This is an optimization exercise on Yosys and OpenROAD, whose aim is small area, a short achievable clock period and few clock cycles, not a production implementation. The RTL was checked by simulation tests, not by an equivalence proof against the original design. No activity file was given, so power comes from the tool's default toggle rates.

Design duck_core, start of the top module:
module duck_core (
    input  wire        clk,
    input  wire        rst,           
    input  wire        start,         
    input  wire [31:0] start_addr,
    output reg         mem_en,
    output reg         mem_we,
    output reg  [9:0]  mem_addr,
    output reg  [31:0] mem_wdata,
    input  wire [31:0] mem_rdata,
    output wire        trace_valid,
    output wire [31:0] trace_pc,
    output wire [31:0] trace_word,
    output wire [1:0]  state,         
    output wire [3:0]  cond,
    output wire [2:0]  fault_cause,
    output wire [31:0] fault_addr,
    output wire [31:0] fault_word,
    input  wire [3:0]  dbg_raddr,
    output wire [31:0] dbg_rdata
);
Size in the first run: about 8800 cells after synthesis, roughly 790 flip-flops, about 290 I/O pins, about 71000 um^2 of cells after synthesis.
export LEC_CHECK = 0
export CAP_MARGIN = 20
export CORE_MARGIN = 2
export CORE_UTILIZATION = 40
export PLACE_DENSITY = 0.6
export SLEW_MARGIN = 20
create_clock -name core_clock -period 22.0 [get_ports {clk}]
standard.sh (not shown) runs the stock make flow with config.mk's settings and CLKGATE_MAP_FILE= SYNTH_SCRIPT=/design/flow/synth_recipe.tcl, a recipe that flattens the netlist after the stock synthesis.
==> flow/flow/run.sh <==
#!/bin/bash
set -euo pipefail
export BUFFER_PORTS_ARGS="-buffer_cell sky130_fd_sc_hd__buf_2"
export SETUP_SLACK_MARGIN=11.5
bash standard.sh > standard_flow.log 2>&1
Testbench counts at the start, summed over its fixed seeds: cycles 76,508.
Change:
--- a/flow/design.v
+++ b/flow/design.v
@@ -66,53 +66,49 @@
         end
     endfunction
     wire [5:0]  sft0  = msb({1'b0, ax}) - msb({1'b0, ao});
     wire [32:0] b_mag = ry[32:0];
     wire [33:0] b_al  = {1'b0, b_mag} << sh;
     wire [37:0] m_a  = {{6{rx[31]}}, rx};
     wire [37:0] m_p0 = rz[0] ? {{4{ry[33]}}, ry}       : 38'd0;
     wire [37:0] m_p1 = rz[1] ? {{3{ry[33]}}, ry, 1'b0} : 38'd0;
     wire [37:0] m_p2 = rz[2] ? {{2{ry[33]}}, ry, 2'b0} : 38'd0;
     wire [37:0] m_s1 = m_a ^ m_p0 ^ m_p1;
     wire [37:0] m_c1 = {(m_a[36:0] & m_p0[36:0]) | (m_a[36:0] & m_p1[36:0]) |
                         (m_p0[36:0] & m_p1[36:0]), 1'b0};
-    wire [37:0] m_p3 = rz[3] ? {{1{ry[33]}}, ry, 3'b0} : 38'd0;
-    wire [37:0] m_s1b = m_s1 ^ m_c1 ^ m_p2;
-    wire [37:0] m_c1b = {(m_s1[36:0] & m_c1[36:0]) | (m_s1[36:0] & m_p2[36:0]) |
+    wire [37:0] m_s2 = m_s1 ^ m_c1 ^ m_p2;
+    wire [37:0] m_c2 = {(m_s1[36:0] & m_c1[36:0]) | (m_s1[36:0] & m_p2[36:0]) |
                         (m_c1[36:0] & m_p2[36:0]), 1'b0};
-    wire [37:0] m_s2 = m_s1b ^ m_c1b ^ m_p3;
-    wire [37:0] m_c2 = {(m_s1b[36:0] & m_c1b[36:0]) | (m_s1b[36:0] & m_p3[36:0]) |
-                        (m_c1b[36:0] & m_p3[36:0]), 1'b0};
     wire [37:0] xs3  = m_s2 + m_c2;
     wire [31:0] m_zt = (m_s2[31:0] ^ m_c2[31:0]) ^ {m_s2[30:0] | m_c2[30:0], 1'b0};
     wire        m_zero = ~|m_zt;
     wire        prep  = (st == S_PREP);
     wire [33:0] dy    = prep ? b_al : ry;
     wire [32:0] dz    = prep ? 33'd0 : rz;
     wire [31:0] dqm   = prep ? 32'hffffffff : rq;
     wire [3:0]  dcnt  = cnt;
     wire [34:0] dv_1  = {1'b0, dy};
     wire [34:0] dv_h  = {2'b0, dy[33:1]};
     wire [34:0] d_t0  = {3'd0, rx} - dv_1;             
     wire [34:0] d_ta  = {3'd0, rx} - dv_h;             
     wire [34:0] d_tb  = {3'd0, rx} - dv_1 - dv_h;      
     wire        c0    = ~d_t0[34];
     wire        c1    = c0 ? ~d_tb[34] : ~d_ta[34];
     wire [31:0] d_r2  = c0 ? (c1 ? d_tb[31:0] : d_t0[31:0])
                            : (c1 ? d_ta[31:0] : rx);
-    wire [32:0] rz_n   = {4'd0, rz[32:4]};
+    wire [32:0] rz_n   = {3'd0, rz[32:3]};
     wire        m_last = (rz_n == 33'd0);
     wire        m_oor  = ~((xs3[37:31] == 7'd0) | (xs3[37:31] == 7'h7f));
-    wire        m_ov   = ov | m_oor | (mhi & (rz[3:0] != 4'd0));
-    wire        mhi_n  = mhi | ~((ry[33:29] == 5'd0) | (ry[33:29] == 5'h1f));
+    wire        m_ov   = ov | m_oor | (mhi & (rz[2:0] != 3'd0));
+    wire        mhi_n  = mhi | ~((ry[33:30] == 4'd0) | (ry[33:30] == 4'hf));
     wire [1:0]  dq     = {c0, c1};
     wire [32:0] q_n    = {dz[30:0], dq};
     wire [31:0] qm_n   = (dq != 2'd0) ? {dz[29:0], dq - 2'd1} : {dqm[29:0], 2'b11};
     wire        d_last = (dcnt == 4'd0);
     wire [31:0] d_res  = ng ? ~qm_n : q_n[31:0];
     wire        d_ov   = q_n[31] & ~ng;
     wire        p_early   = ov || elt;
     wire        prep_done = prep && (p_early || d_last);
     wire        iter_done = (st == S_ITER) && (dv ? d_last : m_last);
     assign done = prep_done || iter_done;
     wire        d_zero = (dz[30:0] == 31'd0) && (dq == 2'd0);
     wire        pz    = prep && p_early;
@@ -164,25 +160,25 @@
                     rx  <= d_r2;
                     ry  <= {2'd0, dy[33:2]};
                     rz  <= q_n;
                     rq  <= qm_n;
                     cnt <= dcnt - 4'd1;
                     st  <= (p_early || d_last) ? S_IDLE : S_ITER;
                 end
                 S_ITER: begin
                     if (!dv) begin
                         rx  <= xs3[31:0];
                         ov  <= m_ov;
                         mhi <= mhi_n;
-                        ry  <= {ry[29:0], 4'd0};
+                        ry  <= {ry[30:0], 3'd0};
                         rz  <= rz_n;
                         if (m_last) st <= S_IDLE;
                     end else begin
                         rx  <= d_r2;
                         ry  <= {2'd0, dy[33:2]};
                         rz  <= q_n;
                         rq  <= qm_n;
                         cnt <= cnt - 4'd1;
                         if (d_last) st <= S_IDLE;
                     end
                 end
                 default: st <= S_IDLE;
=>
- The changed run finished clean
- non-clock buffer count drops by 50
- sequential share of layout area climbs by 0.52 points
- via count drops by about 0.43%
- die area drops by about 2.2%
- synthesized cell count drops by about 1.8%
- combinational power climbs by about 100%
- wire length drops by about 1.8%
- power climbs by about 40%
- global-route usage climbs by 0.32 points
- flip-flop and latch count does not change
Testbench counts after the change, summed over its fixed seeds: cycles 77,691.

afterwards: timing with drivers on the ports:
In the flow no input, the clock included, has a driving cell. The finished layouts below were timed again as built, in two steps.
Step 1 assumes that a clkbuf_16 drives the clock port and a buf_2 every other input.
Step 2, shift: input delay + t, output delay - t, t = (earliest + latest rising clock arrival at the registers) / 2. This alone moves slack from input paths to output paths.
Slacks: ideal / step 1 / step 2; pairs: ideal / step 1.
| run | shift t [ns] | slack for setup (ns) | clock arrival spread, ns |
|---|---|---|---|
| the first run | 0.885 | 11.347 / 11.284 / 11.284 | 0.047 / 0.047 |
| the second run | 0.899 | 11.378 / 11.297 / 11.297 | 0.073 / 0.073 |
After both steps every run listed still meets setup and hold. For the second run, which loses most, drivers alone change the setup slack by -0.081 ns; drivers and shift together by -0.081 ns.
